This is an optimization exercise on Yosys and OpenROAD, whose aim is small area, a short achievable clock period and few clock cycles per item, not a production implementation. Only the layout flow was run in this run; the RTL was not checked for function there.

==> flow/design.v <==
module aes_g_xor (input a, input b, output y);
  assign y = a ^ b;
endmodule
module aes_g_xnor (input a, input b, output y);
  assign y = ~(a ^ b);
endmodule
module aes_g_and (input a, input b, output y);
  assign y = a & b;
endmodule
module aes_sbox (
  input  [7:0] x,
  output [7:0] y
);
  wire U0 = x[7], U1 = x[6], U2 = x[5], U3 = x[4];
  wire U4 = x[3], U5 = x[2], U6 = x[1], U7 = x[0];
  wire T1;
  aes_g_xor g0 (.a(U0), .b(U3), .y(T1));
  wire T2;
  aes_g_xor g1 (.a(U0), .b(U5), .y(T2));
  wire T3;
  aes_g_xor g2 (.a(U0), .b(U6), .y(T3));
  wire T4;
  aes_g_xor g3 (.a(U3), .b(U5), .y(T4));
  wire T5;
  aes_g_xor g4 (.a(U4), .b(U6), .y(T5));
  wire T6;
  aes_g_xor g5 (.a(T1), .b(T5), .y(T6));
  wire T7;
  aes_g_xor g6 (.a(U1), .b(U2), .y(T7));
  wire T8;
  aes_g_xor g7 (.a(U7), .b(T6), .y(T8));
  wire T9;
  aes_g_xor g8 (.a(U7), .b(T7), .y(T9));
  wire T10;
  aes_g_xor g9 (.a(T6), .b(T7), .y(T10));
  wire T11;
  aes_g_xor g10 (.a(U1), .b(U5), .y(T11));
  wire T12;
  aes_g_xor g11 (.a(U2), .b(U5), .y(T12));
  wire T13;
  aes_g_xor g12 (.a(T3), .b(T4), .y(T13));
  wire T14;
  aes_g_xor g13 (.a(T6), .b(T11), .y(T14));
  wire T15;
  aes_g_xor g14 (.a(T5), .b(T11), .y(T15));
  wire T16;
  aes_g_xor g15 (.a(T5), .b(T12), .y(T16));
  wire T17;
  aes_g_xor g16 (.a(T9), .b(T16), .y(T17));
  wire T18;
  aes_g_xor g17 (.a(U3), .b(U7), .y(T18));
  wire T19;
  aes_g_xor g18 (.a(T7), .b(T18), .y(T19));
  wire T20;
  aes_g_xor g19 (.a(T1), .b(T19), .y(T20));
  wire T21;
  aes_g_xor g20 (.a(U6), .b(U7), .y(T21));
  wire T22;
  aes_g_xor g21 (.a(T7), .b(T21), .y(T22));
  wire T23;
  aes_g_xor g22 (.a(T2), .b(T22), .y(T23));
  wire T24;
  aes_g_xor g23 (.a(T2), .b(T10), .y(T24));
  wire T25;
  aes_g_xor g24 (.a(T20), .b(T17), .y(T25));
  wire T26;
  aes_g_xor g25 (.a(T3), .b(T16), .y(T26));
  wire T27;
  aes_g_xor g26 (.a(T1), .b(T12), .y(T27));
  wire M1;
  aes_g_and g27 (.a(T13), .b(T6), .y(M1));
  wire M2;
  aes_g_and g28 (.a(T23), .b(T8), .y(M2));
  wire M3;
  aes_g_xor g29 (.a(T14), .b(M1), .y(M3));
  wire M4;
  aes_g_and g30 (.a(T19), .b(U7), .y(M4));
  wire M5;
  aes_g_xor g31 (.a(M4), .b(M1), .y(M5));
  wire M6;
  aes_g_and g32 (.a(T3), .b(T16), .y(M6));
  wire M7;
  aes_g_and g33 (.a(T22), .b(T9), .y(M7));
  wire M8;
  aes_g_xor g34 (.a(T26), .b(M6), .y(M8));
  wire M9;
  aes_g_and g35 (.a(T20), .b(T17), .y(M9));
  wire M10;
  aes_g_xor g36 (.a(M9), .b(M6), .y(M10));
  wire M11;
  aes_g_and g37 (.a(T1), .b(T15), .y(M11));
  wire M12;
  aes_g_and g38 (.a(T4), .b(T27), .y(M12));
  wire M13;
  aes_g_xor g39 (.a(M12), .b(M11), .y(M13));
  wire M14;
  aes_g_and g40 (.a(T2), .b(T10), .y(M14));
  wire M15;
  aes_g_xor g41 (.a(M14), .b(M11), .y(M15));
  wire M16;
  aes_g_xor g42 (.a(M3), .b(M2), .y(M16));
  wire M17;
  aes_g_xor g43 (.a(M5), .b(T24), .y(M17));
  wire M18;
  aes_g_xor g44 (.a(M8), .b(M7), .y(M18));
  wire M19;
  aes_g_xor g45 (.a(M10), .b(M15), .y(M19));
  wire M20;
  aes_g_xor g46 (.a(M16), .b(M13), .y(M20));
  wire M21;
  aes_g_xor g47 (.a(M17), .b(M15), .y(M21));
  wire M22;
  aes_g_xor g48 (.a(M18), .b(M13), .y(M22));
  wire M23;
  aes_g_xor g49 (.a(M19), .b(T25), .y(M23));
  wire M24;
  aes_g_xor g50 (.a(M22), .b(M23), .y(M24));
  wire M25;
  aes_g_and g51 (.a(M22), .b(M20), .y(M25));
  wire M26;
  aes_g_xor g52 (.a(M21), .b(M25), .y(M26));
  wire M27;
  aes_g_xor g53 (.a(M20), .b(M21), .y(M27));
  wire M28;
  aes_g_xor g54 (.a(M23), .b(M25), .y(M28));
  wire M29;
  aes_g_and g55 (.a(M28), .b(M27), .y(M29));
  wire M30;
  aes_g_and g56 (.a(M26), .b(M24), .y(M30));
  wire M31;
  aes_g_and g57 (.a(M20), .b(M23), .y(M31));
  wire M32;
  aes_g_and g58 (.a(M27), .b(M31), .y(M32));
  wire M33;
  aes_g_xor g59 (.a(M27), .b(M25), .y(M33));
  wire M34;
  aes_g_and g60 (.a(M21), .b(M22), .y(M34));
  wire M35;
  aes_g_and g61 (.a(M24), .b(M34), .y(M35));
  wire M36;
  aes_g_xor g62 (.a(M24), .b(M25), .y(M36));
  wire M37;
  aes_g_xor g63 (.a(M21), .b(M29), .y(M37));
  wire M38;
  aes_g_xor g64 (.a(M32), .b(M33), .y(M38));
  wire M39;
  aes_g_xor g65 (.a(M23), .b(M30), .y(M39));
  wire M40;
  aes_g_xor g66 (.a(M35), .b(M36), .y(M40));
  wire M41;
  aes_g_xor g67 (.a(M38), .b(M40), .y(M41));
  wire M42;
  aes_g_xor g68 (.a(M37), .b(M39), .y(M42));
  wire M43;
  aes_g_xor g69 (.a(M37), .b(M38), .y(M43));
  wire M44;
  aes_g_xor g70 (.a(M39), .b(M40), .y(M44));
  wire M45;
  aes_g_xor g71 (.a(M42), .b(M41), .y(M45));
  wire M46;
  aes_g_and g72 (.a(M44), .b(T6), .y(M46));
  wire M47;
  aes_g_and g73 (.a(M40), .b(T8), .y(M47));
  wire M48;
  aes_g_and g74 (.a(M39), .b(U7), .y(M48));
  wire M49;
  aes_g_and g75 (.a(M43), .b(T16), .y(M49));
  wire M50;
  aes_g_and g76 (.a(M38), .b(T9), .y(M50));
  wire M51;
  aes_g_and g77 (.a(M37), .b(T17), .y(M51));
  wire M52;
  aes_g_and g78 (.a(M42), .b(T15), .y(M52));
  wire M53;
  aes_g_and g79 (.a(M45), .b(T27), .y(M53));
  wire M54;
  aes_g_and g80 (.a(M41), .b(T10), .y(M54));
  wire M55;
  aes_g_and g81 (.a(M44), .b(T13), .y(M55));
  wire M56;
  aes_g_and g82 (.a(M40), .b(T23), .y(M56));
  wire M57;
  aes_g_and g83 (.a(M39), .b(T19), .y(M57));
  wire M58;
  aes_g_and g84 (.a(M43), .b(T3), .y(M58));
  wire M59;
  aes_g_and g85 (.a(M38), .b(T22), .y(M59));
  wire M60;
  aes_g_and g86 (.a(M37), .b(T20), .y(M60));
  wire M61;
  aes_g_and g87 (.a(M42), .b(T1), .y(M61));
  wire M62;
  aes_g_and g88 (.a(M45), .b(T4), .y(M62));
  wire M63;
  aes_g_and g89 (.a(M41), .b(T2), .y(M63));
  wire L0;
  aes_g_xor g90 (.a(M61), .b(M62), .y(L0));
  wire L1;
  aes_g_xor g91 (.a(M50), .b(M56), .y(L1));
  wire L2;
  aes_g_xor g92 (.a(M46), .b(M48), .y(L2));
  wire L3;
  aes_g_xor g93 (.a(M47), .b(M55), .y(L3));
  wire L4;
  aes_g_xor g94 (.a(M54), .b(M58), .y(L4));
  wire L5;
  aes_g_xor g95 (.a(M49), .b(M61), .y(L5));
  wire L6;
  aes_g_xor g96 (.a(M62), .b(L5), .y(L6));
  wire L7;
  aes_g_xor g97 (.a(M46), .b(L3), .y(L7));
  wire L8;
  aes_g_xor g98 (.a(M51), .b(M59), .y(L8));
  wire L9;
  aes_g_xor g99 (.a(M52), .b(M53), .y(L9));
  wire L10;
  aes_g_xor g100 (.a(M53), .b(L4), .y(L10));
  wire L11;
  aes_g_xor g101 (.a(M60), .b(L2), .y(L11));
  wire L12;
  aes_g_xor g102 (.a(M48), .b(M51), .y(L12));
  wire L13;
  aes_g_xor g103 (.a(M50), .b(L0), .y(L13));
  wire L14;
  aes_g_xor g104 (.a(M52), .b(M61), .y(L14));
  wire L15;
  aes_g_xor g105 (.a(M55), .b(L1), .y(L15));
  wire L16;
  aes_g_xor g106 (.a(M56), .b(L0), .y(L16));
  wire L17;
  aes_g_xor g107 (.a(M57), .b(L1), .y(L17));
  wire L18;
  aes_g_xor g108 (.a(M58), .b(L8), .y(L18));
  wire L19;
  aes_g_xor g109 (.a(M63), .b(L4), .y(L19));
  wire L20;
  aes_g_xor g110 (.a(L0), .b(L1), .y(L20));
  wire L21;
  aes_g_xor g111 (.a(L1), .b(L7), .y(L21));
  wire L22;
  aes_g_xor g112 (.a(L3), .b(L12), .y(L22));
  wire L23;
  aes_g_xor g113 (.a(L18), .b(L2), .y(L23));
  wire L24;
  aes_g_xor g114 (.a(L15), .b(L9), .y(L24));
  wire L25;
  aes_g_xor g115 (.a(L6), .b(L10), .y(L25));
  wire L26;
  aes_g_xor g116 (.a(L7), .b(L9), .y(L26));
  wire L27;
  aes_g_xor g117 (.a(L8), .b(L10), .y(L27));
  wire L28;
  aes_g_xor g118 (.a(L11), .b(L14), .y(L28));
  wire L29;
  aes_g_xor g119 (.a(L11), .b(L17), .y(L29));
  wire S0;
  aes_g_xor g120 (.a(L6), .b(L24), .y(S0));
  wire S1;
  aes_g_xnor g121 (.a(L16), .b(L26), .y(S1));
  wire S2;
  aes_g_xnor g122 (.a(L19), .b(L28), .y(S2));
  wire S3;
  aes_g_xor g123 (.a(L6), .b(L21), .y(S3));
  wire S4;
  aes_g_xor g124 (.a(L20), .b(L22), .y(S4));
  wire S5;
  aes_g_xor g125 (.a(L25), .b(L29), .y(S5));
  wire S6;
  aes_g_xnor g126 (.a(L13), .b(L27), .y(S6));
  wire S7;
  aes_g_xnor g127 (.a(L6), .b(L23), .y(S7));
  assign y = {S0, S1, S2, S3, S4, S5, S6, S7};
endmodule
module aes_sbox_ed (
  input  [7:0] xe,
  input  [7:0] xd,
  input        enc,
  output [7:0] y
);
  function [7:0] inv_aff(input [7:0] b);
    inv_aff = {b[6:0], b[7]} ^ {b[4:0], b[7:5]} ^ {b[1:0], b[7:2]} ^ 8'h05;
  endfunction
  wire [7:0] u = enc ? xe : inv_aff(xd);
  wire [7:0] s;
  aes_sbox u_core (.x(u), .y(s));
  assign y = enc ? s : inv_aff(s);
endmodule
module aes_x8 (input [7:0] a, input [7:0] b, output [7:0] y);
  assign y = a ^ b;
endmodule
module aes_xt (input [7:0] a, output [7:0] y);
  assign y = {a[6:0], 1'b0} ^ (a[7] ? 8'h1b : 8'h00);
endmodule
module aes_mc_col (
  input  [7:0] a0, a1, a2, a3,
  output [7:0] y0, y1, y2, y3
);
  wire [7:0] p01, p12, p23, p30, x0, x1, x2, x3, q0, q1, q2, q3;
  aes_x8 u_p01 (.a(a0), .b(a1), .y(p01));
  aes_x8 u_p12 (.a(a1), .b(a2), .y(p12));
  aes_x8 u_p23 (.a(a2), .b(a3), .y(p23));
  aes_x8 u_p30 (.a(a3), .b(a0), .y(p30));
  aes_xt u_x0 (.a(p01), .y(x0));
  aes_xt u_x1 (.a(p12), .y(x1));
  aes_xt u_x2 (.a(p23), .y(x2));
  aes_xt u_x3 (.a(p30), .y(x3));
  aes_x8 u_q0 (.a(a1), .b(p23), .y(q0));
  aes_x8 u_q1 (.a(a2), .b(p30), .y(q1));
  aes_x8 u_q2 (.a(a3), .b(p01), .y(q2));
  aes_x8 u_q3 (.a(a0), .b(p12), .y(q3));
  aes_x8 u_y0 (.a(q0), .b(x0), .y(y0));
  aes_x8 u_y1 (.a(q1), .b(x1), .y(y1));
  aes_x8 u_y2 (.a(q2), .b(x2), .y(y2));
  aes_x8 u_y3 (.a(q3), .b(x3), .y(y3));
endmodule
module aes_p_col (
  input  [7:0] a0, a1, a2, a3,
  input        dec,
  output [7:0] y0, y1, y2, y3
);
  wire [7:0] e, f, e2, f2, e4, f4;
  aes_x8 u_e (.a(a0), .b(a2), .y(e));
  aes_x8 u_f (.a(a1), .b(a3), .y(f));
  aes_xt u_e2 (.a(e), .y(e2));
  aes_xt u_e4 (.a(e2), .y(e4));
  aes_xt u_f2 (.a(f), .y(f2));
  aes_xt u_f4 (.a(f2), .y(f4));
  wire [7:0] u = e4 & {8{dec}};
  wire [7:0] v = f4 & {8{dec}};
  aes_x8 u_y0 (.a(a0), .b(u), .y(y0));
  aes_x8 u_y1 (.a(a1), .b(v), .y(y1));
  aes_x8 u_y2 (.a(a2), .b(u), .y(y2));
  aes_x8 u_y3 (.a(a3), .b(v), .y(y3));
endmodule
module aes_round (
  input  [127:0] st_in,
  input  [127:0] rkey,
  input          enc,
  input          last,
  output [127:0] st_out
);
  wire [127:0] sb;     
  wire [127:0] ark;    
  wire [127:0] y;      
  wire [127:0] m;      
  wire [127:0] mc;
  wire [127:0] mk;     
  genvar i;
  generate
    for (i = 0; i < 16; i = i + 1) begin : g_sub
      localparam integer R = i % 4;
      localparam integer C = i / 4;
      localparam integer SE = R + 4 * ((C + R) % 4);       
      localparam integer SD = R + 4 * ((C - R + 4) % 4);   
      aes_sbox_ed u_sbox (.xe(st_in[127-8*SE -: 8]), .xd(st_in[127-8*SD -: 8]),
                          .enc(enc), .y(sb[127-8*i -: 8]));
      aes_x8 u_ark (.a(sb[127-8*i -: 8]), .b(rkey[127-8*i -: 8]), .y(ark[127-8*i -: 8]));
      assign y[127-8*i -: 8] = enc ? sb[127-8*i -: 8] : ark[127-8*i -: 8];
      aes_x8 u_mk (.a(mc[127-8*i -: 8]), .b(rkey[127-8*i -: 8] & {8{enc}}), .y(mk[127-8*i -: 8]));
    end
    for (i = 0; i < 4; i = i + 1) begin : g_mix
      aes_p_col u_p (.a0(y[127-32*i -: 8]), .a1(y[119-32*i -: 8]),
                     .a2(y[111-32*i -: 8]), .a3(y[103-32*i -: 8]), .dec(~enc),
                     .y0(m[127-32*i -: 8]), .y1(m[119-32*i -: 8]),
                     .y2(m[111-32*i -: 8]), .y3(m[103-32*i -: 8]));
      aes_mc_col u_mc (.a0(m[127-32*i -: 8]), .a1(m[119-32*i -: 8]),
                       .a2(m[111-32*i -: 8]), .a3(m[103-32*i -: 8]),
                       .y0(mc[127-32*i -: 8]), .y1(mc[119-32*i -: 8]),
                       .y2(mc[111-32*i -: 8]), .y3(mc[103-32*i -: 8]));
    end
  endgenerate
  assign st_out = last ? ark : mk;
endmodule
module aes_key_step (
  input  [255:0] r,
  input          dec,
  input  [1:0]   klen,
  input  [3:0]   rnd,
  output [127:0] nw       
);
  wire [31:0] s0 = r[255:224], s1 = r[223:192], s2 = r[191:160], s3 = r[159:128];
  wire [31:0] s4 = r[127:96],  s5 = r[95:64],   s6 = r[63:32],   s7 = r[31:0];
  reg [24:0] ctl;
  always @(*) begin
    case ({dec, klen, rnd})
      7'b0000000: ctl = {3'd5, 3'd0, 3'd0, 3'd0, 2'd0, 2'd0, 1'b1, 8'h01};
      7'b0000001: ctl = {3'd0, 3'd0, 3'd0, 3'd0, 2'd0, 2'd2, 1'b1, 8'h02};
      7'b0000010: ctl = {3'd0, 3'd0, 3'd0, 3'd0, 2'd0, 2'd2, 1'b1, 8'h04};
      7'b0000011: ctl = {3'd0, 3'd0, 3'd0, 3'd0, 2'd0, 2'd2, 1'b1, 8'h08};
      7'b0000100: ctl = {3'd0, 3'd0, 3'd0, 3'd0, 2'd0, 2'd2, 1'b1, 8'h10};
      7'b0000101: ctl = {3'd0, 3'd0, 3'd0, 3'd0, 2'd0, 2'd2, 1'b1, 8'h20};
      7'b0000110: ctl = {3'd0, 3'd0, 3'd0, 3'd0, 2'd0, 2'd2, 1'b1, 8'h40};
      7'b0000111: ctl = {3'd0, 3'd0, 3'd0, 3'd0, 2'd0, 2'd2, 1'b1, 8'h80};
      7'b0001000: ctl = {3'd0, 3'd0, 3'd0, 3'd0, 2'd0, 2'd2, 1'b1, 8'h1b};
      7'b0001001: ctl = {3'd0, 3'd0, 3'd0, 3'd0, 2'd0, 2'd2, 1'b1, 8'h36};
      7'b0001010: ctl = {3'd0, 3'd0, 3'd0, 3'd0, 2'd0, 2'd2, 1'b1, 8'h6c};
      7'b0001011: ctl = {3'd0, 3'd0, 3'd0, 3'd0, 2'd0, 2'd2, 1'b1, 8'hd8};
      7'b0001100: ctl = {3'd0, 3'd0, 3'd0, 3'd0, 2'd0, 2'd2, 1'b1, 8'hab};
      7'b0001101: ctl = {3'd0, 3'd0, 3'd0, 3'd0, 2'd0, 2'd2, 1'b1, 8'h4d};
      7'b0001110: ctl = {3'd0, 3'd0, 3'd0, 3'd0, 2'd0, 2'd2, 1'b1, 8'h9a};
      7'b0001111: ctl = {3'd0, 3'd0, 3'd0, 3'd0, 2'd0, 2'd2, 1'b1, 8'h8d};
      7'b0010000: ctl = {3'd6, 3'd0, 3'd0, 3'd0, 2'd0, 2'd0, 1'b1, 8'h01};
      7'b0010001: ctl = {3'd0, 3'd1, 3'd0, 3'd0, 2'd0, 2'd1, 1'b0, 8'h00};
      7'b0010010: ctl = {3'd0, 3'd0, 3'd0, 3'd0, 2'd0, 2'd1, 1'b1, 8'h02};
      7'b0010011: ctl = {3'd1, 3'd1, 3'd0, 3'd1, 2'd0, 2'd1, 1'b1, 8'h04};
      7'b0010100: ctl = {3'd0, 3'd1, 3'd0, 3'd0, 2'd0, 2'd1, 1'b0, 8'h00};
      7'b0010101: ctl = {3'd0, 3'd0, 3'd0, 3'd0, 2'd0, 2'd1, 1'b1, 8'h08};
      7'b0010110: ctl = {3'd1, 3'd1, 3'd0, 3'd1, 2'd0, 2'd1, 1'b1, 8'h10};
      7'b0010111: ctl = {3'd0, 3'd1, 3'd0, 3'd0, 2'd0, 2'd1, 1'b0, 8'h00};
      7'b0011000: ctl = {3'd0, 3'd0, 3'd0, 3'd0, 2'd0, 2'd1, 1'b1, 8'h20};
      7'b0011001: ctl = {3'd1, 3'd1, 3'd0, 3'd1, 2'd0, 2'd1, 1'b1, 8'h40};
      7'b0011010: ctl = {3'd0, 3'd1, 3'd0, 3'd0, 2'd0, 2'd1, 1'b0, 8'h00};
      7'b0011011: ctl = {3'd0, 3'd0, 3'd0, 3'd0, 2'd0, 2'd1, 1'b1, 8'h80};
      7'b0011100: ctl = {3'd1, 3'd1, 3'd0, 3'd1, 2'd0, 2'd1, 1'b1, 8'h1b};
      7'b0011101: ctl = {3'd0, 3'd1, 3'd0, 3'd0, 2'd0, 2'd1, 1'b0, 8'h00};
      7'b0011110: ctl = {3'd0, 3'd0, 3'd0, 3'd0, 2'd0, 2'd1, 1'b1, 8'h36};
      7'b0011111: ctl = {3'd1, 3'd1, 3'd0, 3'd1, 2'd0, 2'd1, 1'b1, 8'h6c};
      7'b0100000: ctl = {3'd6, 3'd0, 3'd0, 3'd0, 2'd0, 2'd0, 1'b1, 8'h01};
      7'b0100001: ctl = {3'd0, 3'd0, 3'd0, 3'd0, 2'd0, 2'd0, 1'b1, 8'h01};
      7'b0100010: ctl = {3'd0, 3'd0, 3'd0, 3'd0, 2'd0, 2'd0, 1'b0, 8'h00};
      7'b0100011: ctl = {3'd0, 3'd0, 3'd0, 3'd0, 2'd0, 2'd0, 1'b1, 8'h02};
      7'b0100100: ctl = {3'd0, 3'd0, 3'd0, 3'd0, 2'd0, 2'd0, 1'b0, 8'h00};
      7'b0100101: ctl = {3'd0, 3'd0, 3'd0, 3'd0, 2'd0, 2'd0, 1'b1, 8'h04};
      7'b0100110: ctl = {3'd0, 3'd0, 3'd0, 3'd0, 2'd0, 2'd0, 1'b0, 8'h00};
      7'b0100111: ctl = {3'd0, 3'd0, 3'd0, 3'd0, 2'd0, 2'd0, 1'b1, 8'h08};
      7'b0101000: ctl = {3'd0, 3'd0, 3'd0, 3'd0, 2'd0, 2'd0, 1'b0, 8'h00};
      7'b0101001: ctl = {3'd0, 3'd0, 3'd0, 3'd0, 2'd0, 2'd0, 1'b1, 8'h10};
      7'b0101010: ctl = {3'd0, 3'd0, 3'd0, 3'd0, 2'd0, 2'd0, 1'b0, 8'h00};
      7'b0101011: ctl = {3'd0, 3'd0, 3'd0, 3'd0, 2'd0, 2'd0, 1'b1, 8'h20};
      7'b0101100: ctl = {3'd0, 3'd0, 3'd0, 3'd0, 2'd0, 2'd0, 1'b0, 8'h00};
      7'b0101101: ctl = {3'd0, 3'd0, 3'd0, 3'd0, 2'd0, 2'd0, 1'b1, 8'h40};
      7'b0101110: ctl = {3'd0, 3'd0, 3'd0, 3'd0, 2'd0, 2'd0, 1'b0, 8'h00};
      7'b0101111: ctl = {3'd0, 3'd0, 3'd0, 3'd0, 2'd0, 2'd0, 1'b1, 8'h80};
      7'b1000000: ctl = {3'd2, 3'd4, 3'd3, 3'd4, 2'd1, 2'd2, 1'b1, 8'h8d};
      7'b1000001: ctl = {3'd2, 3'd4, 3'd3, 3'd4, 2'd1, 2'd2, 1'b1, 8'h01};
      7'b1000010: ctl = {3'd2, 3'd4, 3'd3, 3'd4, 2'd1, 2'd2, 1'b1, 8'h02};
      7'b1000011: ctl = {3'd2, 3'd4, 3'd3, 3'd4, 2'd1, 2'd2, 1'b1, 8'h04};
      7'b1000100: ctl = {3'd2, 3'd4, 3'd3, 3'd4, 2'd1, 2'd2, 1'b1, 8'h08};
      7'b1000101: ctl = {3'd2, 3'd4, 3'd3, 3'd4, 2'd1, 2'd2, 1'b1, 8'h10};
      7'b1000110: ctl = {3'd2, 3'd4, 3'd3, 3'd4, 2'd1, 2'd2, 1'b1, 8'h20};
      7'b1000111: ctl = {3'd2, 3'd4, 3'd3, 3'd4, 2'd1, 2'd2, 1'b1, 8'h40};
      7'b1001000: ctl = {3'd2, 3'd4, 3'd3, 3'd4, 2'd1, 2'd2, 1'b1, 8'h80};
      7'b1001001: ctl = {3'd2, 3'd4, 3'd3, 3'd4, 2'd1, 2'd2, 1'b1, 8'h1b};
      7'b1001010: ctl = {3'd2, 3'd4, 3'd3, 3'd4, 2'd1, 2'd2, 1'b1, 8'h36};
      7'b1001011: ctl = {3'd2, 3'd4, 3'd3, 3'd4, 2'd1, 2'd2, 1'b1, 8'h6c};
      7'b1001100: ctl = {3'd2, 3'd4, 3'd3, 3'd4, 2'd1, 2'd2, 1'b1, 8'hd8};
      7'b1001101: ctl = {3'd2, 3'd4, 3'd3, 3'd4, 2'd1, 2'd2, 1'b1, 8'hab};
      7'b1001110: ctl = {3'd2, 3'd4, 3'd3, 3'd4, 2'd1, 2'd2, 1'b1, 8'h4d};
      7'b1001111: ctl = {3'd2, 3'd4, 3'd3, 3'd4, 2'd1, 2'd2, 1'b1, 8'h9a};
      7'b1010000: ctl = {3'd0, 3'd3, 3'd2, 3'd3, 2'd2, 2'd1, 1'b0, 8'h00};
      7'b1010001: ctl = {3'd4, 3'd3, 3'd2, 3'd3, 2'd1, 2'd1, 1'b1, 8'h01};
      7'b1010010: ctl = {3'd3, 3'd3, 3'd4, 3'd3, 2'd2, 2'd1, 1'b1, 8'h02};
      7'b1010011: ctl = {3'd0, 3'd3, 3'd2, 3'd3, 2'd2, 2'd1, 1'b0, 8'h00};
      7'b1010100: ctl = {3'd4, 3'd3, 3'd2, 3'd3, 2'd1, 2'd1, 1'b1, 8'h04};
      7'b1010101: ctl = {3'd3, 3'd3, 3'd4, 3'd3, 2'd2, 2'd1, 1'b1, 8'h08};
      7'b1010110: ctl = {3'd0, 3'd3, 3'd2, 3'd3, 2'd2, 2'd1, 1'b0, 8'h00};
      7'b1010111: ctl = {3'd4, 3'd3, 3'd2, 3'd3, 2'd1, 2'd1, 1'b1, 8'h10};
      7'b1011000: ctl = {3'd3, 3'd3, 3'd4, 3'd3, 2'd2, 2'd1, 1'b1, 8'h20};
      7'b1011001: ctl = {3'd0, 3'd3, 3'd2, 3'd3, 2'd2, 2'd1, 1'b0, 8'h00};
      7'b1011010: ctl = {3'd4, 3'd3, 3'd2, 3'd3, 2'd1, 2'd1, 1'b1, 8'h40};
      7'b1011011: ctl = {3'd3, 3'd3, 3'd4, 3'd3, 2'd2, 2'd1, 1'b1, 8'h80};
      7'b1011100: ctl = {3'd0, 3'd3, 3'd2, 3'd3, 2'd2, 2'd1, 1'b0, 8'h00};
      7'b1011101: ctl = {3'd4, 3'd3, 3'd2, 3'd3, 2'd1, 2'd1, 1'b1, 8'h1b};
      7'b1011110: ctl = {3'd3, 3'd3, 3'd4, 3'd3, 2'd2, 2'd1, 1'b1, 8'h36};
      7'b1011111: ctl = {3'd0, 3'd3, 3'd2, 3'd3, 2'd2, 2'd1, 1'b0, 8'h00};
      7'b1100000: ctl = {3'd3, 3'd2, 3'd1, 3'd2, 2'd1, 2'd0, 1'b0, 8'h00};
      7'b1100001: ctl = {3'd3, 3'd2, 3'd1, 3'd2, 2'd1, 2'd0, 1'b1, 8'h01};
      7'b1100010: ctl = {3'd3, 3'd2, 3'd1, 3'd2, 2'd1, 2'd0, 1'b0, 8'h00};
      7'b1100011: ctl = {3'd3, 3'd2, 3'd1, 3'd2, 2'd1, 2'd0, 1'b1, 8'h02};
      7'b1100100: ctl = {3'd3, 3'd2, 3'd1, 3'd2, 2'd1, 2'd0, 1'b0, 8'h00};
      7'b1100101: ctl = {3'd3, 3'd2, 3'd1, 3'd2, 2'd1, 2'd0, 1'b1, 8'h04};
      7'b1100110: ctl = {3'd3, 3'd2, 3'd1, 3'd2, 2'd1, 2'd0, 1'b0, 8'h00};
      7'b1100111: ctl = {3'd3, 3'd2, 3'd1, 3'd2, 2'd1, 2'd0, 1'b1, 8'h08};
      7'b1101000: ctl = {3'd3, 3'd2, 3'd1, 3'd2, 2'd1, 2'd0, 1'b0, 8'h00};
      7'b1101001: ctl = {3'd3, 3'd2, 3'd1, 3'd2, 2'd1, 2'd0, 1'b1, 8'h10};
      7'b1101010: ctl = {3'd3, 3'd2, 3'd1, 3'd2, 2'd1, 2'd0, 1'b0, 8'h00};
      7'b1101011: ctl = {3'd3, 3'd2, 3'd1, 3'd2, 2'd1, 2'd0, 1'b1, 8'h20};
      7'b1101100: ctl = {3'd3, 3'd2, 3'd1, 3'd2, 2'd1, 2'd0, 1'b0, 8'h00};
      7'b1101101: ctl = {3'd3, 3'd2, 3'd1, 3'd2, 2'd1, 2'd0, 1'b1, 8'h40};
      7'b1101110: ctl = {3'd3, 3'd2, 3'd1, 3'd2, 2'd1, 2'd0, 1'b0, 8'h00};
      7'b1101111: ctl = {3'd3, 3'd2, 3'd1, 3'd2, 2'd1, 2'd0, 1'b1, 8'h80};
      default: ctl = 25'd0;
    endcase
  end
  wire [2:0] sin_sel = ctl[24:22];
  wire [2:0] x0_sel  = ctl[21:19];
  wire [2:0] x1_sel  = ctl[18:16];
  wire [2:0] x2_sel  = ctl[15:13];
  wire [1:0] x3_sel  = ctl[12:11];
  wire [1:0] b_sel   = ctl[10:9];
  wire       rot     = ctl[8];
  wire [7:0] rcon    = ctl[7:0];
  reg [31:0] sin;
  always @(*) begin
    case (sin_sel)
      3'd0:    sin = s7;
      3'd1:    sin = s3 ^ s2 ^ s7;
      3'd2:    sin = s4 ^ s5;
      3'd3:    sin = s4;
      3'd4:    sin = s6;
      3'd5:    sin = s3;
      default: sin = s5;
    endcase
  end
  wire [31:0] sw;
  genvar i;
  generate
    for (i = 0; i < 4; i = i + 1) begin : g_sub
      aes_sbox u_sbox (.x(sin[31-8*i -: 8]), .y(sw[31-8*i -: 8]));
    end
  endgenerate
  wire [31:0] t = rot ? ({sw[23:0], sw[31:24]} ^ {rcon, 24'h0}) : sw;
  wire [31:0] b0 = (b_sel == 2'd0) ? s0 : (b_sel == 2'd1) ? s2 : s4;
  wire [31:0] b1 = (b_sel == 2'd0) ? s1 : (b_sel == 2'd1) ? s3 : s5;
  wire [31:0] b2 = (b_sel == 2'd0) ? s2 : (b_sel == 2'd1) ? s4 : s6;
  wire [31:0] b3 = (b_sel == 2'd0) ? s3 : (b_sel == 2'd1) ? s5 : s7;
  reg [31:0] x0, x1, x2, x3;
  wire [31:0] n0, n1, n2, n3;
  always @(*) begin
    case (x0_sel)
      3'd0:    x0 = t;
      3'd1:    x0 = s7;
      3'd2:    x0 = s1;
      3'd3:    x0 = s3;
      default: x0 = s5;
    endcase
  end
  always @(*) begin
    case (x1_sel)
      3'd0:    x1 = n0;
      3'd1:    x1 = s2;
      3'd2:    x1 = s4;
      3'd3:    x1 = s6;
      default: x1 = t;
    endcase
  end
  always @(*) begin
    case (x2_sel)
      3'd0:    x2 = n1;
      3'd1:    x2 = t;
      3'd2:    x2 = s3;
      3'd3:    x2 = s5;
      default: x2 = s7;
    endcase
  end
  always @(*) begin
    case (x3_sel)
      2'd0:    x3 = n2;
      2'd1:    x3 = t;
      default: x3 = s6;
    endcase
  end
  assign n0 = b0 ^ x0;
  assign n1 = b1 ^ x1;
  assign n2 = b2 ^ x2;
  assign n3 = b3 ^ x3;
  assign nw = {n0, n1, n2, n3};
endmodule
module aes_ecb_core (
  input              clk,
  input              rst,         
  input              key_load,    
  input      [1:0]   key_len,
  input      [255:0] key_in,
  input              blk_start,   
  input              decrypt,     
  input      [127:0] blk_in,
  output             ready,
  output reg         done,        
  output     [127:0] blk_out
);
  reg  [1:0]   klen;      
  reg  [255:0] k0;        
  reg          k0x;       
  reg  [255:0] ke;        
  reg          kev;       
  reg  [127:0] ib;
  reg          ibv;       
  reg          ibdec;
  reg  [127:0] st;
  reg  [255:0] kr;        
  reg          busy;      
  reg          prep;      
  reg          ext;       
  reg          pend;      
  reg          pdec;
  reg          edec;
  reg  [1:0]   eklen;
  reg  [3:0]   rnd;
  reg          ecap;      
  wire [3:0] enr = (eklen == 2'd0) ? 4'd10 : (eklen == 2'd1) ? 4'd12 : 4'd14;
  wire [3:0] knr = (klen == 2'd0) ? 4'd10 : (klen == 2'd1) ? 4'd12 : 4'd14;
  wire [127:0] nw;
  aes_key_step u_key (.r(kr), .dec(edec), .klen(eklen), .rnd(rnd), .nw(nw));
  wire [255:0] kr_next = {kr[127:0], nw};
  wire [127:0] rk = edec ? {kr[31:0], kr[63:32], kr[95:64], kr[127:96]} : kr[127:0];
  wire         last = ext | (prep ? (rnd == enr - 4'd1) : edec ? (rnd == 4'd0) : (rnd == enr));
  wire [127:0] rout;
  aes_round u_round (.st_in(st), .rkey(rk), .enc(~edec), .last(last), .st_out(rout));
  wire cap  = busy & ~edec & ~ext & (prep | ecap) & (rnd == enr - 4'd1);
  wire fin  = busy & last & ~prep & ~ext;        
  wire free = ~busy | fin;                       
  wire wv    = pend | ibv;
  wire wdec  = pend ? pdec : ibdec;
  wire n_ext = ~k0x;
  wire n_prep = k0x & wdec & ~kev;
  wire go_ext   = free & wv & n_ext;
  wire go_prep  = free & wv & n_prep;
  wire go_start = free & wv & ~n_ext & ~n_prep;
  wire mv       = (go_ext | go_prep) & ~pend;    
  assign ready   = ~ibv & ~pend & ~fin;           
  assign blk_out = ib;
  wire acc_key = key_load & ready;
  wire acc_blk = blk_start & ready & ~key_load;
  wire [255:0] ke_new = {kr_next[31:0], kr_next[63:32], kr_next[95:64], kr_next[127:96],
                         kr_next[159:128], kr_next[191:160], kr_next[223:192], kr_next[255:224]};
  wire [127:0] rk_dec0 = {ke[159:128], ke[191:160], ke[223:192], ke[255:224]};
  always @(posedge clk) begin
    if (rst) begin
      busy <= 1'b0;
      prep <= 1'b0;
      ext  <= 1'b0;
      pend <= 1'b0;
      ibv  <= 1'b0;
      kev  <= 1'b0;
      k0x  <= 1'b0;
      done <= 1'b0;
    end else begin
      done <= fin;
      if (acc_key) begin
        k0   <= key_in;
        klen <= key_len;
        k0x  <= (key_len[1] == 1'b1);
        kev  <= 1'b0;
        ecap <= 1'b0;
      end else begin
        if (cap) begin
          ke  <= ke_new;
          kev <= 1'b1;
        end
        if (busy & ext) begin
          if (eklen == 2'd0) k0[127:0] <= nw;
          else               k0[63:0]  <= nw[127:64];
          k0x <= 1'b1;
        end
      end
      if (fin)
        ib <= rout;
      else if (acc_blk)
        ib <= blk_in;
      if (acc_blk) begin
        ibv   <= 1'b1;
        ibdec <= decrypt;
      end else if (mv | (go_start & ~pend))
        ibv <= 1'b0;
      if (busy) begin
        kr  <= kr_next;
        rnd <= edec ? rnd - 4'd1 : rnd + 4'd1;
        if (!prep && !ext) st <= rout;
        if (last) begin
          busy <= 1'b0;
          prep <= 1'b0;
          ext  <= 1'b0;
        end
      end
      if (mv) begin
        st   <= ib;
        pend <= 1'b1;
        pdec <= ibdec;
      end
      if (go_ext) begin
        kr    <= k0;
        busy  <= 1'b1;
        ext   <= 1'b1;
        edec  <= 1'b0;
        eklen <= klen;
        rnd   <= 4'd0;
      end else if (go_prep) begin
        kr    <= k0;
        busy  <= 1'b1;
        prep  <= 1'b1;
        edec  <= 1'b0;
        eklen <= klen;
        rnd   <= 4'd1;
      end else if (go_start) begin
        st    <= (pend ? st : ib) ^ (wdec ? rk_dec0 : k0[255:128]);
        kr    <= wdec ? ke : k0;
        busy  <= 1'b1;
        pend  <= 1'b0;
        edec  <= wdec;
        eklen <= klen;
        rnd   <= wdec ? knr - 4'd1 : 4'd1;
        ecap  <= 1'b1;
      end
    end
  end
endmodule
==> flow/run.sh <==
#!/bin/bash
# synth_recipe.tcl (not shown) runs the flow's synth.tcl, then flattens the netlist and writes it again
# the make line also repeats each setting of config.mk as NAME=value (left out here)
make -C /OpenROAD-flow-scripts/flow DESIGN_CONFIG=/design/flow/config.mk WORK_HOME=/design/flow/orfs CLKGATE_MAP_FILE= SYNTH_SCRIPT=/design/flow/synth_recipe.tcl finish
==> flow/config.mk <==
export PLATFORM = sky130hd
export DESIGN_NAME = aes_ecb_core
export DESIGN_NICKNAME = aes_ecb_core
export VERILOG_FILES = /design/flow/design.v
export SDC_FILE = /design/flow/constraint.sdc
export NUM_CORES = 4
export LEC_CHECK = 0
export CAP_MARGIN = 20
export CORE_MARGIN = 2
export CORE_UTILIZATION = 25
export PLACE_DENSITY = 0.35
export SLEW_MARGIN = 20
export SYNTH_HIERARCHICAL = 1
==> flow/constraint.sdc <==
create_clock -name core_clock -period 11.0 [get_ports {clk}]
set_input_delay 2.2000 -clock core_clock [delete_from_list [all_inputs] [get_ports {clk}]]
set_output_delay 2.2000 -clock core_clock [all_outputs]
set_load 0.01 [all_outputs]
==> notes.md <==
[layout make-up]
type                       count  area (sq um)  area share
multi-input combinational   9323         76100       0.579
clock buffer                 179          4050      0.0308
timing repair buffer        1250         11100      0.0841
antenna                       43           108    0.000819
tap                         5928          7420      0.0564
inverter                      25           111    0.000847
clock inverter               103          1260     0.00959
sequential                  1044         31300       0.238
[sequential cells by signal (all words and copies together), names as in the netlist, 2 cells and up]
name   flops
eklen      2
ib       128
k0       256
ke       256
klen       2
kr       256
rnd        4
st       128
[Yosys stat by module (local to each module, per instance), excerpt]
module | cells | flops+latches | times used | area (sq um)
aes_p_col | 17 | 0 | 4 | 126
aes_x8 | 8 | 0 | 104 | 70.1
aes_sbox_ed | 51 | 0 | 16 | 520
aes_g_xnor | 1 | 0 | 80 | 8.76
aes_g_and | 1 | 0 | 680 | 6.26
aes_ecb_core | 4156 | 1044 | 1 | 54500
aes_xt | 8 | 0 | 32 | 63.8
aes_key_step | 2080 | 0 | 1 | 13000
aes_sbox | 8 | 0 | 20 | 60.1
aes_round | 427 | 0 | 1 | 3980
aes_g_xor | 1 | 0 | 1800 | 8.76
[layer usage]
metal  vias up  wire length [um]  track usage
met3       817             45800       0.0449
met5         -                88      0.00308
met4        12             44900        0.161
li1      40788                 -            -
met2      4494            276000        0.413
met1     47616            273000        0.361
[how the worst max path moves through the flow]
stage,to,slack (ps),cells after the start
4_1_cts,st[66],20,33
3_3_place_gp,ib[12],-370,33
5_1_grt,ib[92],-130,35
6_report,kr[9],350,45
3_5_place_dp,st[66],-140,38
2_1_floorplan,kr[26],830,47
[worst max-delay path: cells and delay by family (launching register included)]
kind	cells	cell delay [ps]
simple gates	8	1360
fa+ha+maj	1	260
flops	1	420
xor+xnor	16	4000
mux	1	160
compound gates	10	2260
buf+inv	9	1890
[synthesized netlist by cell type (all sizes together) (15+ instances only)]
| master | n | share of area |
|---|---|---|
| or2 | 26 | 0.0015 |
| xor3 | 64 | 0.014 |
| o21ai | 476 | 0.021 |
| a41oi | 15 | 0.0012 |
| nor2 | 232 | 0.0079 |
| a222oi | 102 | 0.0091 |
| o21a | 41 | 0.0028 |
| nand2 | 1265 | 0.043 |
| a221o | 50 | 0.0045 |
| xor2 | 2916 | 0.23 |
| mux2 | 1097 | 0.12 |
| a221oi | 41 | 0.0033 |
| inv | 24 | 0.00081 |
| a22oi | 82 | 0.0055 |
| nor3 | 60 | 0.0028 |
| buf | 587 | 0.037 |
| a31o | 23 | 0.0018 |
| a21o | 49 | 0.0033 |
| clkbuf | 376 | 0.013 |
| nand3 | 215 | 0.0097 |
| edfxtp | 1036 | 0.28 |
| a31oi | 27 | 0.0015 |
| and2 | 911 | 0.052 |
| a2111o | 16 | 0.0016 |
| o211ai | 18 | 0.0012 |
| o31ai | 129 | 0.0087 |
| and3 | 22 | 0.0012 |
| a32oi | 297 | 0.023 |
| mux2i | 230 | 0.021 |
| o22ai | 18 | 0.0010 |
| xnor2 | 151 | 0.012 |
| xnor3 | 192 | 0.039 |
| a21oi | 382 | 0.017 |
[repair_timing]
item / 4_1_cts / 5_1_grt
resized for setup: 7 / 165
buffers inserted: 0 / 11
endpoints found under the setup margin: 28 / 343
pin swaps: 0 / 14
[cells by family after synthesis]
group | after synthesis | synth area share
AOI/OAI and AO/OA | 1848 | 0.115
xor gates and xnor gates | 3323 | 0.294
adders and majority gates | 11 | 0.00130
buffers and inverters | 988 | 0.0501
DFF | 1044 | 0.280
muxes | 1327 | 0.138
and+or+nand+nor | 2814 | 0.123
[per-stage QoR]
step / hold WS [ps] / instance area, sq um
final: 449 / 131000
after global routing: 484 / 131000
after CTS: 450 / 130000
after detailed placement: 435 / 125000
after global placement: 452 / 125000
after floorplan: 427 / 112000
==> summary.txt <==
Routing
  • DR iter-0 viols: 11465
  • Final wirelength: 640000 um
  • Vias after detailed routing: 93727
  • DRC: 0
  • Pre-Repair DR Iteration Count: 10
  • Final ANT Viol Nets: 0
  • Routed wire per std cell: between 30 and 40 um
  • DR vias/cell: 5.24

Timing
  • Final setup margin: approximately 350 ps
  • Final Max Tran Viols: 19
  • Slew Limit Headroom: -0.0271
  • RSZ-0062 raised after global routing: true
  • Worst Tran Pin Value: approximately 1500 ps
  • Final setup vio count: 0
  • Fmax: between 90 and 100 MHz
  • Final Critical Period: 10650 ps
  • TNS Setup: 0 ps
  • Final worst-path cycle share: 0.968
  • Final hold violation count: 0
  • Setup Skew: about 80 ps

Logic synthesis
  • Register area share after synthesis: 0.280
  • Register bit count reported by yosys: approximately 1000
  • EDFF count, synth: 1036
  • Cells after synthesis: 11355
  • Cell variety after synth: 100
  • Post-Syn Area: 112000 sq um
  • Post-synth net total: 11757
  • Yosys warns: 9
  • Async set or reset register ratio after synthesis: 0
  • Syn Area/Cell: 9.83 sq um
  • Post-synth top flop: edfxtp_1

Worst setup path
  • Reg2Reg Launch Point: rnd[0]
  • WP data required: 11730 ps
  • Critical Path Start: rnd[0]
  • CP most frequent cell: xor2_1
  • Crit. End Element: flip-flop
  • CP max stage delay: approximately 570 ps
  • R2R Path End: kr[9]
  • Slowest cell on crit path: xnor2_1
  • Reg2Reg Depth: 45
  • Reg2Reg Setup Slack: about 350 ps
  • Critical Path Start Type: flip-flop
  • Crit path DAT: 11390 ps
  • CP max FO: 31
  • Setup Crit Path Kind: reg -> reg

Run status
  • Status: complete, but fails checks
  • SO Faults: slew limit

Clock network
  • # H-tree levels: 4
  • Clk slew on worst S/H paths: roughly 60 ps
  • Clk root buf: clkbuf_16
  • CTS tree: yes
  • Clock sink count: around 1000
  • Number of buffers created by CTS: 157
  • Hold-fix buffer count after cts: 0
  • Clk Latency, worst-skew pair: 950 ps
  • Max Root-Sink Buffers: 4

Finish
  • Commonest non-fill, non-tap cell in the layout: xor2_1
  • Finished Layout Cells: 17895
  • Most frequent cells in the layout: xor2_1 (2821), nand2_1 (1261), edfxtp_1 (1036)
  • Layout fillers: about 46000
  • Area Growth Syn to Fin: 17.7%
  • Util after Layout: 0.295
  • Layout cells sized above 1: 0.200
  • Final #Nets: 12203

Global routing
  • Largest net degree at the start of global routing: approximately 130
  • GRT Util Overall: 0.272
  • Grt ovf: 0
  • Vias in the first global route: 91119
  • First-pass GRT wire length: 843000 um
  • Initial antenna violation count: 93

Floorplan
  • Die ar.: 452000 sq um
  • Die Wd: 672 um
  • Die Span Y: 672 um
  • Row cnt: around 250
  • I/O pin cnt: 521
  • Core ar.: 445000 sq um
  • Initial Util: 0.251

Min path
  • Hold_sp: kr[64]
  • Worst Hold Path EP: ke[32]
  • Worst hold stages: 0
  • Worst min path class: reg -> reg

Placement
  • Dpl cells: 17559
  • IO buf count: between 500 and 600
  • Pre-CTS setup slack: -141 ps
  • Dpl hpwl: 492000 um
  • Routability Congestion: ~0.96

Job
  • Max-cap violation count: 0

[separate check: timing with driven ports]
In the flow no input, the clock included, has a driving cell. The finished layout below was timed again as built, in two steps. Step 1, drivers: a clkbuf_16 drives clk and a buf_2 each remaining input, both assumed. Step 2 also shifts input and output timing later by t, the mid clock arrival at the registers, as if the neighbouring blocks saw the same clock. Three values: no drivers, after step 1, after step 2; two values: the first two.
t (ns): 1.031
setup slack, ns: 0.349 / 0.349 / 0.349
worst setup path after step 2: register to register
For this run, drivers alone change the setup slack by 0.000 ns; drivers and shift together by 0.000 ns.
